This design comes from an exercise in tuning for small area on the open sky130 flow, not from production work. The RTL was checked by simulation tests, not by an equivalence proof against the original design. No activity file was given, so power comes from the tool's default toggle rates.

Setup of willow:
// grbl_stepper
module grbl_stepper (
    input  wire        clk,
    input  wire        rst,
    input  wire [5:0]  cfg_invert_mask,
    input  wire        cfg_invert_enable,
    input  wire [15:0] cfg_accel_period,
    input  wire [31:0] cfg_min_rate,
    input  wire        tick,
    input  wire        pulse_reset,
    input  wire        cmd_valid,
    input  wire [7:0]  cmd,
    input  wire [3:0]  seg_head,
    input  wire [2:0]  blk_head,
    output reg  [6:0]  mem_addr,
    input  wire [31:0] mem_rdata,
    output reg  [5:0]  pins,
    output reg         disable_line,
    output reg         tick_enabled,
    output reg  [1:0]  run_state,
    output reg         cycle_stop,
    output reg  [3:0]  fault,
    output reg  [3:0]  seg_tail,
    output reg  [2:0]  blk_tail,
    output reg  [31:0] pos_x,
    output reg  [31:0] pos_y,
    output reg  [31:0] pos_z
);
For scale: roughly 1500 cells after synthesis, about 0.015 mm² of cells after synthesis.
==> flow/config.mk <==
export PLATFORM = sky130hd
export DESIGN_NAME = grbl_stepper
export DESIGN_NICKNAME = grbl_stepper
export VERILOG_FILES = /design/flow/design.v
export SDC_FILE = /design/flow/constraint.sdc
export NUM_CORES = 4
export LEC_CHECK = 0
export CAP_MARGIN = 0
export CORE_MARGIN = 2
export CORE_UTILIZATION = 40
export SLEW_MARGIN = 0
==> flow/constraint.sdc <==
create_clock -name core_clock -period 12.5 [get_ports {clk}]
set_input_delay 2.5000 -clock core_clock [delete_from_list [all_inputs] [get_ports {clk}]]
set_output_delay 2.5000 -clock core_clock [all_outputs]
set_load 0.01 [all_outputs]
standard.sh (not shown) runs the stock make flow with config.mk's settings and CLKGATE_MAP_FILE= SYNTH_SCRIPT=/design/flow/synth_recipe.tcl, a recipe that flattens the netlist after the stock synthesis.
==> flow/flow/run.sh <==
#!/bin/bash
# Standard ORFS layout with three changes:
# - after synthesis, OpenROAD's restructure re-maps the combinational logic
#   for area (with a copy of the library that leaves out the don't-use cells);
# - the port buffers are the smallest buffer cell (repair may upsize them);
# - the clock tree uses smaller buffers, larger sink clusters, no dummy loads.
set -euo pipefail
export BUFFER_PORTS_ARGS="-buffer_cell sky130_fd_sc_hd__buf_1"
export CTS_ARGS="-sink_clustering_enable -repair_clock_nets -buf_list {sky130_fd_sc_hd__clkbuf_4 sky130_fd_sc_hd__clkbuf_8} -sink_clustering_size 16 -sink_clustering_max_diameter 50 -dont_use_dummy_load"
bash standard.sh synth > synth.log 2>&1
python3 flow/filter_lib.py "$FLOW_HOME/platforms/sky130hd/lib/sky130_fd_sc_hd__tt_025C_1v80.lib" \
    restructure.lib 'sky130_fd_sc_hd__lpflow_*' 'sky130_fd_sc_hd__probe*' > filter_lib.log 2>&1
mkdir -p restructure_work
openroad -no_init -exit flow/restructure.tcl > restructure.log 2>&1
touch "orfs/results/$FLOW_PLATFORM/grbl_stepper/base/1_synth.sdc"
bash standard.sh > standard.log 2>&1
Other scripts of this flow, unchanged in this note and not shown: flow/flow/filter_lib.py, flow/flow/restructure.tcl
willow finished every stage and its layout cleared the timing, design-rule and antenna checks.
> inputs changed (willow -> zinc)
--- a/flow/design.v
+++ b/flow/design.v
@@ -74,17 +74,17 @@
     reg       wr_ring, wr_rate, wr_cnt;
     reg [31:0] op_a, op_b;
     always @(*) begin
         case (a_sel)
             A_RATE:  op_a = rate;
             A_RING:  op_a = r0;
             A_AP:    op_a = {16'd0, cfg_accel_period};
             A_CNT:   op_a = {16'd0, ramp_count};
-            A_POS:   op_a = (sub[1:0] == 2'd1) ? pos_x : (sub[1:0] == 2'd2) ? pos_y : pos_z;
+            A_POS:   op_a = pos_x;
             default: op_a = 32'd0;
         endcase
         case (b_sel)
             B_MEM:   op_b = mem_rdata;
             B_RATE:  op_b = rate;
             B_MIN:   op_b = cfg_min_rate;
             B_CNT:   op_b = {16'd0, ramp_count};
             B_APH:   op_b = {17'd0, cfg_accel_period[15:1]};
@@ -132,20 +132,23 @@
     wire [1:0]  ld_ramp_state = load_blk ? RAMP_ACCEL : ramp_state;
     wire [1:0]  ap_ramp_state = seg_w[13] ? RAMP_DECEL : ld_ramp_state;
     wire seg_ok = (run_state != RS_HOLD) && (seg_tail != seg_head) &&
                   (seg_fault == F_NONE) && !(load_blk && blk_tail == blk_head);
     wire accel_tick = (ramp_state != RAMP_CRUISE) && (ramp_count[15:1] == 15'd0);
     wire is_accel = (ramp_state == RAMP_ACCEL);
     wire        do_init = rst | (cmd_valid && cmd == C_INIT && !cfg_bad);
     wire        pos_slot = (state == ST_STEP) && (sub[2] == 1'b1) && (sub[1:0] != 2'd0);
+    wire [31:0] pos_keep = {32{~do_init}};
     always @(posedge clk) begin
-        if (do_init | (pos_slot && sub[1:0] == 2'd1 && sf[0])) pos_x <= alu_out;
-        if (do_init | (pos_slot && sub[1:0] == 2'd2 && sf[1])) pos_y <= alu_out;
-        if (do_init | (pos_slot && sub[1:0] == 2'd3 && sf[2])) pos_z <= alu_out;
+        if (do_init | pos_slot) begin
+            pos_x <= pos_y & pos_keep;
+            pos_y <= pos_z & pos_keep;
+            pos_z <= alu_out;
+        end
     end
     wire [7:0] seg_steps_dec = segment_steps - 8'd1;
     wire [3:0] seg_tail_inc = (seg_tail == N - 1) ? 4'd0 : seg_tail + 4'd1;
     always @(*) begin
         a_sel = A_ZERO; b_sel = B_MEM; o_sel = O_SUM;
         sub_op = 1'b1; cin0 = 1'b0;
         wr_ring = 1'b0; wr_rate = 1'b0; wr_cnt = 1'b0;
         mem_addr = {3'b000, seg_tail};
@@ -244,18 +247,20 @@
                     3'd1, 3'd2, 3'd3: begin      
                         a_sel = A_RING; wr_ring = 1'b1;
                     end
                     3'd4: begin                  
                         a_sel = A_RING; wr_ring = 1'b1;
                     end
                     default: begin               
                         a_sel = A_POS;
-                        if ((sub[1:0] == 2'd1) ? b_dir[0] :
-                            (sub[1:0] == 2'd2) ? b_dir[1] : b_dir[2]) begin
+                        if (!((sub[1:0] == 2'd1) ? sf[0] : (sub[1:0] == 2'd2) ? sf[1] : sf[2])) begin
+                            b_sel = B_ZERO; sub_op = 1'b0;
+                        end else if ((sub[1:0] == 2'd1) ? b_dir[0] :
+                                     (sub[1:0] == 2'd2) ? b_dir[1] : b_dir[2]) begin
                             b_sel = B_ZERO; cin0 = 1'b1;
                         end else begin
                             b_sel = B_ONE; sub_op = 1'b0;
                         end
                     end
                 endcase
                 case (sub)
                     3'd1: mem_addr = blk_a(blk_tail, 3'd1);
==> results.txt <==
The clock share of power of zinc is higher than that of willow. On routed wire length, the higher figure sits with willow, not zinc. Share of the clock period used by the worst path: zinc > willow. Total global-route track usage, zinc and willow: smaller value in zinc. zinc: global routing usage on met3 is 0.95 points lower than what willow reported. The share of cell area taken by multi-input logic gates of willow and that of zinc are within noise of each other. Compared with willow, the router placed fewer vias in zinc. Note that the total number of cells along the worst setup path recorded for willow amounts to 0.868 times the value seen in zinc.

* * *

Another version of the RTL of grbl_stepper (not shown whole).
Size in the first run: about 2600 cells after synthesis, roughly 330 flip-flops, roughly 230 I/O pins.
==> flow/config.mk <==
export PLATFORM = sky130hd
export DESIGN_NAME = grbl_stepper
export DESIGN_NICKNAME = grbl_stepper
export VERILOG_FILES = /design/flow/design.v
export SDC_FILE = /design/flow/constraint.sdc
export NUM_CORES = 4
export LEC_CHECK = 0
export CAP_MARGIN = 20
export CORE_MARGIN = 2
export CORE_UTILIZATION = 40
export SLEW_MARGIN = 20
==> flow/constraint.sdc <==
create_clock -name core_clock -period 12.5 [get_ports {clk}]
set_input_delay 2.5000 -clock core_clock [delete_from_list [all_inputs] [get_ports {clk}]]
set_output_delay 2.5000 -clock core_clock [all_outputs]
set_load 0.01 [all_outputs]
run.sh (not shown) runs the stock make flow with config.mk's settings and CLKGATE_MAP_FILE= SYNTH_SCRIPT=/design/flow/synth_recipe.tcl, a recipe that flattens the netlist after the stock synthesis.
Stock flow here: none of the scripts above is used.
Then changed:
--- a/flow/design.v
+++ b/flow/design.v
@@ -118,14 +118,25 @@
             else if (ld_ramp_state == RAMP_ACCEL)
                 ap_ramp_count = cfg_accel_period - ld_ramp_count;
             ap_ramp_state = RAMP_DECEL;
         end
     end
     wire accel_tick = (ramp_state != RAMP_CRUISE) && (ramp_count[15:1] == 15'd0);
     wire is_accel = (ramp_state == RAMP_ACCEL);
+    wire        do_init = rst | (cmd_valid && cmd == C_INIT && !cfg_bad);
+    wire [31:0] pos_sel = (sub[1:0] == 2'd1) ? pos_x : (sub[1:0] == 2'd2) ? pos_y : pos_z;
+    wire        pos_dir = (sub[1:0] == 2'd1) ? b_dir[0] : (sub[1:0] == 2'd2) ? b_dir[1] : b_dir[2];
+    wire [31:0] pos_nxt = pos_sel + {{31{pos_dir}}, 1'b1};
+    wire [31:0] pos_d = pos_nxt & {32{~do_init}};
+    wire        pos_step = (state == ST_STEP) && alu_s[31] && (fault == F_NONE);
+    always @(posedge clk) begin
+        if (do_init | (pos_step && sub == 3'd1)) pos_x <= pos_d;
+        if (do_init | (pos_step && sub == 3'd2)) pos_y <= pos_d;
+        if (do_init | (pos_step && sub == 3'd3)) pos_z <= pos_d;
+    end
     wire [7:0] seg_steps_dec = segment_steps - 8'd1;
     wire [3:0] seg_tail_inc = (seg_tail == N - 1) ? 4'd0 : seg_tail + 4'd1;
     always @(*) begin
         a_sel = A_ZERO; b_sel = B_MEM; o_sel = O_SUM;
         sub_op = 1'b1; cin0 = 1'b0;
         wr_ring = 1'b0; wr_rate = 1'b0;
         mem_addr = {3'b000, seg_tail};
@@ -209,20 +220,19 @@
     end
     always @(posedge clk) begin
         if (wr_rate)
             rate <= alu_out;
     end
     wire tick_ok = tick && tick_enabled && (fault == F_NONE) && !pulse_armed &&
                    (state == ST_IDLE);
-    task automatic do_init;
+    task automatic init_regs;
         begin
             staged <= 1'b0;
             load_pend <= 1'b1; load_blk <= 1'b1;
             seg_tail <= 4'd0; blk_tail <= 3'd0;
-            pos_x <= 32'd0; pos_y <= 32'd0; pos_z <= 32'd0;
             run_state <= RS_IDLE;
             tick_enabled <= 1'b0; pulse_armed <= 1'b0;
             pins <= cfg_invert_mask;
             disable_line <= ~cfg_invert_enable;
             cycle_stop <= 1'b0;
             fault <= F_NONE;
             state <= ST_IDLE;
@@ -239,22 +249,22 @@
         if (rst)
             ph <= 2'd0;
         else
             ph <= ph + 2'd1;
     end
     always @(posedge clk) begin
         if (rst) begin
-            do_init;
+            init_regs;
             if (cfg_bad)
                 fault <= F_CONFIG;
         end else if (cmd_valid && cmd == C_INIT) begin
             if (cfg_bad)
                 fault <= F_CONFIG;
             else
-                do_init;
+                init_regs;
         end else if (fault == F_NONE) begin
             if (pulse_reset && pulse_armed) begin
                 pins <= {pins[5:3], cfg_invert_mask[2:0]};
                 pulse_armed <= 1'b0;
             end
             if (cmd_valid) begin
                 case (cmd)
@@ -393,23 +403,20 @@
                         end
                     end
                 end
                 ST_STEP: begin
                     case (sub)
                         3'd1: begin
                             sf[0] <= alu_s[31];
-                            if (alu_s[31]) pos_x <= b_dir[0] ? pos_x - 32'd1 : pos_x + 32'd1;
                         end
                         3'd2: begin
                             sf[1] <= alu_s[31];
-                            if (alu_s[31]) pos_y <= b_dir[1] ? pos_y - 32'd1 : pos_y + 32'd1;
                         end
                         3'd3: begin
                             sf[2] <= alu_s[31];
-                            if (alu_s[31]) pos_z <= b_dir[2] ? pos_z - 32'd1 : pos_z + 32'd1;
                         end
                         default: ;
                     endcase
                     sub <= sub + 3'd1;
                     if (sub == 3'd7) begin
                         if (segment_steps == 8'd0) begin
                             if (cur_eob) begin
=> The changed run went through all stages and came out clean. Synthesized cell count went down by 20%. Total power went up by 7.8%. Global-route usage went up by 0.64 points. Core utilization stays flat. Via count went down by 16%. Worst hold slack gets better by 5.0 ps. Cell count went down by 17%. Cell area went down by 9.3%.

-- port drivers added, routing unchanged --
In the flow no input, the clock included, has a driving cell. The finished layouts below were timed again as built, in two steps. Step 1: set_driving_cell puts a clkbuf_16 on clk and a buf_2 on each other input, an assumption about the parent block. Step 2 times the ports against the registers' clock, not the clock port: input delays grow and output delays shrink by t, the midpoint of the rising clock arrivals with the driver on. a / b / c = ideal / step 1 / step 2; a / b = the first two.
run	shift t [ns]	setup slack, ns	hold slack, ns
willow	0.589	1.757 / 1.784 / 1.196	0.272 / 0.272 / 0.272
zinc	0.625	1.321 / 1.349 / 0.724	0.289 / 0.289 / 0.289
the first run of note 2	0.634	4.303 / 4.303 / 3.697	0.317 / 0.317 / 0.317
the second run of note 2	0.609	5.137 / 5.137 / 4.665	0.322 / 0.322 / 0.322
After both steps setup and hold are still met in every run listed. For the first run of note 2, which loses most, drivers alone change the setup slack by 0.000 ns; drivers and shift together by -0.606 ns.
